Background: an optimization exercise with open tools, aiming at a short achievable clock period and few clock cycles. Do not read the settings as production practice.
Where RTL was checked, it was by simulation tests only, not by an equivalence proof against the original.

==> inputs of run Y <==
Design mips_core, start of the top module:
module mips_core (
    input  wire        clk,
    input  wire        rst,            
    input  wire [31:0] text_base,      
    output wire [31:0] imem_addr,
    input  wire [31:0] imem_rdata,
    output wire [31:0] dmem_addr,
    output wire        dmem_re,
    output wire        dmem_we,
    output wire [3:0]  dmem_wstrb,
    output wire [31:0] dmem_wdata,
    input  wire [31:0] dmem_rdata,
    output wire        retire_valid,
    output wire [31:0] retire_pc,
    output wire        retire_we,      
    output wire [4:0]  retire_rd,
    output wire [31:0] retire_wdata,
    output reg         halted,
    output reg  [3:0]  halt_cause,
    output reg  [31:0] halt_pc
);
export LEC_CHECK = 0
export CAP_MARGIN = 20
export CELL_PAD_IN_SITES_DETAIL_PLACEMENT = 1
export CELL_PAD_IN_SITES_GLOBAL_PLACEMENT = 2
export CORE_MARGIN = 2
export CORE_UTILIZATION = 50
export PLACE_DENSITY = 0.65
export SLEW_MARGIN = 20
create_clock -name core_clock -period 12.5 [get_ports {clk}]
standard.sh (not shown) runs the stock make flow with config.mk's settings and CLKGATE_MAP_FILE= SYNTH_SCRIPT=/design/flow/synth_recipe.tcl, a recipe that flattens the netlist after the stock synthesis.
==> flow/flow/run.sh <==
#!/bin/bash
# The standard layout (the standard.sh, unchanged synthesis), with the
# timing repair steps asked to leave SETUP_MARGIN ns of setup slack so that
# they also work on paths far shorter than the clock period.
set -euo pipefail
cd "$(dirname "$0")/.."
SETUP_MARGIN=$(cat flow/setup_margin)
bash standard.sh SETUP_SLACK_MARGIN="$SETUP_MARGIN" finish > make_finish.log 2>&1
==> flow/flow/setup_margin <==
9.0
==> run F: changes against run Y <==
--- a/flow/design.v
+++ b/flow/design.v
@@ -156,14 +156,15 @@
   reg [31:0] ras;            
   reg        stop;           
   reg        fd_valid;
   reg [31:0] fd_instr;
   reg [31:0] fd_pc;
   reg [31:0] fd_pc4;
   reg        fd_pt;          
+  reg        fd_bfix;        
   reg [31:0] fd_ptgt;        
   reg        de_valid;
   reg [31:0] de_pc;
   reg [31:0] de_pc4;
   reg [31:0] de_a;           
   reg [31:0] de_b;           
   reg [31:0] de_st;          
@@ -359,14 +360,15 @@
   wire e_div_pend = de_valid && de_div;
   wire d_mdhaz = ((d_hilo || d_div) && e_div_pend) ||
                  (d_hilo && div_busy && !div_soon) ||
                  (d_div && div_busy && !div_free_next);
   wire redir;                
   wire d_stall = fd_valid && (e_lhaz || d_mdhaz);
   wire d_issue = fd_valid && !d_stall && !redir;
+  wire d_fix   = fd_valid && !d_stall && fd_bfix;    
   wire m_wr = em_valid && (em_rd != 5'd0);
   wire e_wr = de_valid && (de_rd != 5'd0);
   wire n_fa_m = d_urs && e_wr && (de_rd == d_rs);
   wire n_fs_m = d_urt && e_wr && (de_rd == d_rt);
   wire m_rs = m_wr && (em_rd == d_rs);
   wire m_rt = m_wr && (em_rd == d_rt);
   wire [31:0] rf_rs = (d_rs == 5'd0) ? 32'd0 : m_rs ? m_result :
@@ -379,15 +381,15 @@
   wire [31:0] ea = fa_m ? em_result : de_a;
   wire [31:0] eb = fb_m ? em_result : de_b;
   wire [31:0] es = fs_m ? em_result : de_st;
   wire [31:0] e_simm = {{16{de_imm[15]}}, de_imm};
   wire [31:0] e_bx  = fb_m ? (em_result ^ {32{de_sub}}) : de_bx;
   wire [31:0] e_sum_lo;
   wire        e_sum_c;
-  mips_ks_add #(.W(32)) u_alu_add (.a(ea), .b(e_bx), .cin(de_sub), .sum(e_sum_lo), .cout(e_sum_c));
+  mips_ks_add #(.W(32), .L(6)) u_alu_add (.a(ea), .b(e_bx), .cin(de_sub), .sum(e_sum_lo), .cout(e_sum_c));
   wire [32:0] e_sum = {e_sum_c, e_sum_lo};
   wire        e_ovf = (ea[31] == e_bx[31]) && (e_sum[31] != ea[31]);
   wire        e_lt  = de_sltu ? ~e_sum[32] :
                       ((ea[31] != eb[31]) ? ea[31] : e_sum[31]);
   wire [4:0]  e_sha = de_shv ? ea[4:0] : de_shamt;
   reg  [31:0] e_shin;
   reg  [31:0] e_shrev;
@@ -408,15 +410,15 @@
       ({32{de_rsel[R_OR]}}   & (ea | eb)) |
       ({32{de_rsel[R_XOR]}}  & (ea ^ eb)) |
       ({32{de_rsel[R_NOR]}}  & ~(ea | eb)) |
       ({32{de_rsel[R_LUI]}}  & {de_imm, 16'd0}) |
       ({32{de_rsel[R_SH]}}   & e_shrev) |
       ({32{de_rsel[R_LINK]}} & de_pc4);
   wire [31:0] e_addr;
-  mips_ks_add #(.W(32)) u_addr_add (.a(ea), .b(e_simm), .cin(1'b0), .sum(e_addr), .cout());
+  mips_ks_add #(.W(32), .L(6)) u_addr_add (.a(ea), .b(e_simm), .cin(1'b0), .sum(e_addr), .cout());
   wire        e_mis  = (de_size == 2'd1 && e_addr[0]) ||
                        (de_size == 2'd2 && e_addr[1:0] != 2'b00);
   wire        e_eq_aa = (de_a == de_st);
   wire        e_eq_ma = (em_result == de_st);
   wire        e_eq_am = (de_a == em_result);
   wire        e_eq    = fa_m ? (fs_m ? 1'b1 : e_eq_ma) : (fs_m ? e_eq_am : e_eq_aa);
   wire        e_azero = fa_m ? (em_result == 32'd0) : (de_a == 32'd0);
@@ -550,18 +552,20 @@
   wire [31:0] f_pc4  = pc_f + 32'd4;
   wire        f_j    = (f_ir[31:27] == 5'b00001);                   
   wire        f_jal  = (f_ir[31:26] == 6'h03) ||
                        ((f_ir[31:26] == 6'h00) && (f_ir[5:0] == 6'h09));
   wire        f_jr31 = (f_ir[31:26] == 6'h00) && (f_ir[5:0] == 6'h08) && (f_ir[25:21] == 5'd31);
   wire        f_br   = (f_ir[31:28] == 4'b0001);
   wire        f_brt  = f_br && ((f_ir[27:26] == 2'b01) || f_ir[15]);    
-  wire [29:0] f_bsum;
-  mips_ks_add #(.W(30)) u_br_add (.a(pc_f[31:2]), .b({{14{f_ir[15]}}, f_ir[15:0]}), .cin(1'b1),
-                                  .sum(f_bsum), .cout());
-  wire [31:0] f_btgt  = {f_bsum, 2'b00};
+  wire [15:0] f_tlo;
+  wire        f_tc;
+  mips_ks_add #(.W(16), .L(5)) u_br_add (.a(f_pc4[17:2]), .b(f_ir[15:0]), .cin(1'b0),
+                                  .sum(f_tlo), .cout(f_tc));
+  wire [31:0] f_btgt  = {f_pc4[31:18], f_tlo, 2'b00};
+  wire        f_bfix  = f_brt && (f_tc != f_ir[15]);
   wire [31:0] f_jtgt  = {f_pc4[31:28], f_ir[25:0], 2'b00};
   wire        f_pt    = f_j || f_jr31 || f_brt;
   wire [31:0] f_next  = f_brt ? f_btgt : f_j ? f_jtgt : f_jr31 ? ras : f_pc4;
   wire        f_acc   = !d_stall;      
   always @(posedge clk) begin
     if (rst) begin
       pc_f     <= text_base;
@@ -578,19 +582,21 @@
       mw_wen   <= 31'd0;
       mw_fault <= 1'b0;
     end else begin
       if (e_fault)
         stop <= 1'b1;
       if (redir)
         pc_f <= redir_pc;
+      else if (d_fix)
+        pc_f <= d_btgt;
       else if (f_acc)
         pc_f <= f_next;
       if (f_acc && f_jal)
         ras <= f_pc4;
-      if (redir)
+      if (redir || d_fix)
         fd_valid <= 1'b0;
       else if (f_acc)
         fd_valid <= 1'b1;
       de_valid <= d_issue;
       em_valid <= e_ok;
       em_fault <= e_fault;
       em_re    <= e_valid && de_load && !e_mis;
@@ -604,14 +610,15 @@
   end
   always @(posedge clk) begin
     if (f_acc) begin
       fd_instr <= f_ir;
       fd_pc    <= pc_f;
       fd_pc4   <= f_pc4;
       fd_pt    <= f_pt;
+      fd_bfix  <= f_bfix;
       fd_ptgt  <= ras;
     end
     de_pc    <= fd_pc;
     de_pc4   <= fd_pc4;
     de_a     <= rf_rs;
     de_b     <= d_immb ? d_imm : rf_rt;
     de_st    <= rf_rt;
@@ -667,27 +674,26 @@
     em_mfhi  <= de_mfhi;
     em_mflo  <= de_mflo;
     em_wstrb <= e_wstrb;
     em_wdata <= e_wdata;
     mw_cause  <= m_cause;
     mw_pc     <= em_pc;
     mw_rd     <= em_rd;
-    mw_result <= m_result;
     if (em_valid)
-      mw_wdata <= m_result;
+      mw_result <= m_result;
+    mw_wdata  <= m_result;
   end
 endmodule
-module mips_ks_add #(parameter W = 32) (
+module mips_ks_add #(parameter W = 32, parameter L = 6) (   
     input  wire [W-1:0] a,
     input  wire [W-1:0] b,
     input  wire         cin,
     output wire [W-1:0] sum,
     output wire         cout
 );
-  localparam L = $clog2(W + 1);
   wire [W:0] g [0:L];
   wire [W:0] p [0:L];
   assign g[0] = {a & b, cin};
   assign p[0] = {a ^ b, 1'b0};
   genvar l, k;
   generate
     for (l = 0; l < L; l = l + 1) begin : lvl
--- a/flow/config.mk
+++ b/flow/config.mk
@@ -5,10 +5,10 @@
 export SDC_FILE = /design/flow/constraint.sdc
 export NUM_CORES = 4
 export LEC_CHECK = 0
 export CAP_MARGIN = 20
 export CELL_PAD_IN_SITES_DETAIL_PLACEMENT = 1
 export CELL_PAD_IN_SITES_GLOBAL_PLACEMENT = 2
 export CORE_MARGIN = 2
-export CORE_UTILIZATION = 50
-export PLACE_DENSITY = 0.65
+export CORE_UTILIZATION = 40
+export PLACE_DENSITY = 0.6
 export SLEW_MARGIN = 20
==> results_dict.tcl <==
set metrics [dict create \
    synth_edf_count 405 \
    syn-cell-area_um2 144000 \
    placed_cell_area_um2 152000 \
    outcome "stopped before the end" \
    syn-num-nets 16700 \
    endpoint_type "register data pin" \
    synth_common_cells "dfxtp_1 (1975), nor2_1 (1825), mux2i_1 (1365)" \
    error "[ERROR GRT-0232] Routing congestion too high. Check the congestion heatmap in the GUI." \
    placed_cells 18800 \
    synth_top_area_share_pct 27.4 \
    synth_compound_area_share_pct 18.5 \
    grt_usage_pct 72.1 \
    grt_max_degree 230 \
    start_util_pct 50.2 \
    stop_stage "global routing (5_1_grt)" \
]
the above is filed under run Y

==> results_dict.tcl <==
set metrics [dict create \
    pre_cts_ws_ps 6760 \
    outcome "timing/DRC/antenna clean" \
    placed_cells 19900 \
    start_util_pct 40.1 \
    hp-class "register to register" \
    min_path_cells 0 \
    synth_top_area_share_pct 27.2 \
    synth_compound_area_share_pct 18.3 \
    grt_max_degree 182 \
    syn-num-nets 16700 \
    bufAreaShareNonClock_pct 12.7 \
    synth_common_cells "dfxtp_1 (1975), nor2_1 (1863), mux2i_1 (1367)" \
    hpwlAfterDp_um 561000 \
    dominant_cells "multi-input combinational cells" \
    synth_edf_count 406 \
    synthCells 15700 \
    syn-cell-area_um2 145000 \
]
the above is filed under run F

Testbench counts of run F, summed over its fixed seeds: cycles 32,389.
The RTL of run Y was laid out without a check of its function.

static timing again, ports no longer ideal:
In the flow no input, the clock included, has a driving cell. The finished layout below was timed again as built, in two steps. Step 1 (the two cells are an assumption about what drives the block):
set clk [get_ports {clk}]
set_driving_cell -lib_cell sky130_fd_sc_hd__clkbuf_16 $clk
set_driving_cell -lib_cell sky130_fd_sc_hd__buf_2 [delete_from_list [all_inputs] $clk]
Step 2 adds t to the input delays and takes it off the output delays; t is the mean of the earliest and latest rising clock arrival at the registers after step 1. Input paths then give back, and output paths get back, about the clock's delay inside the block. Slacks: ideal ports / drivers / drivers and shift; pairs: ideal ports / drivers.
run: run F
t, ns: 1.060
setup slack, ns: 8.164 / 8.164 / 7.338
clock arrival spread, ns: 0.104 / 0.103
worst data-port slew with drivers (ns): 0.22
After both steps run F still meets setup and hold. For run F, drivers alone change the setup slack by 0.000 ns; drivers and shift together by -0.826 ns.
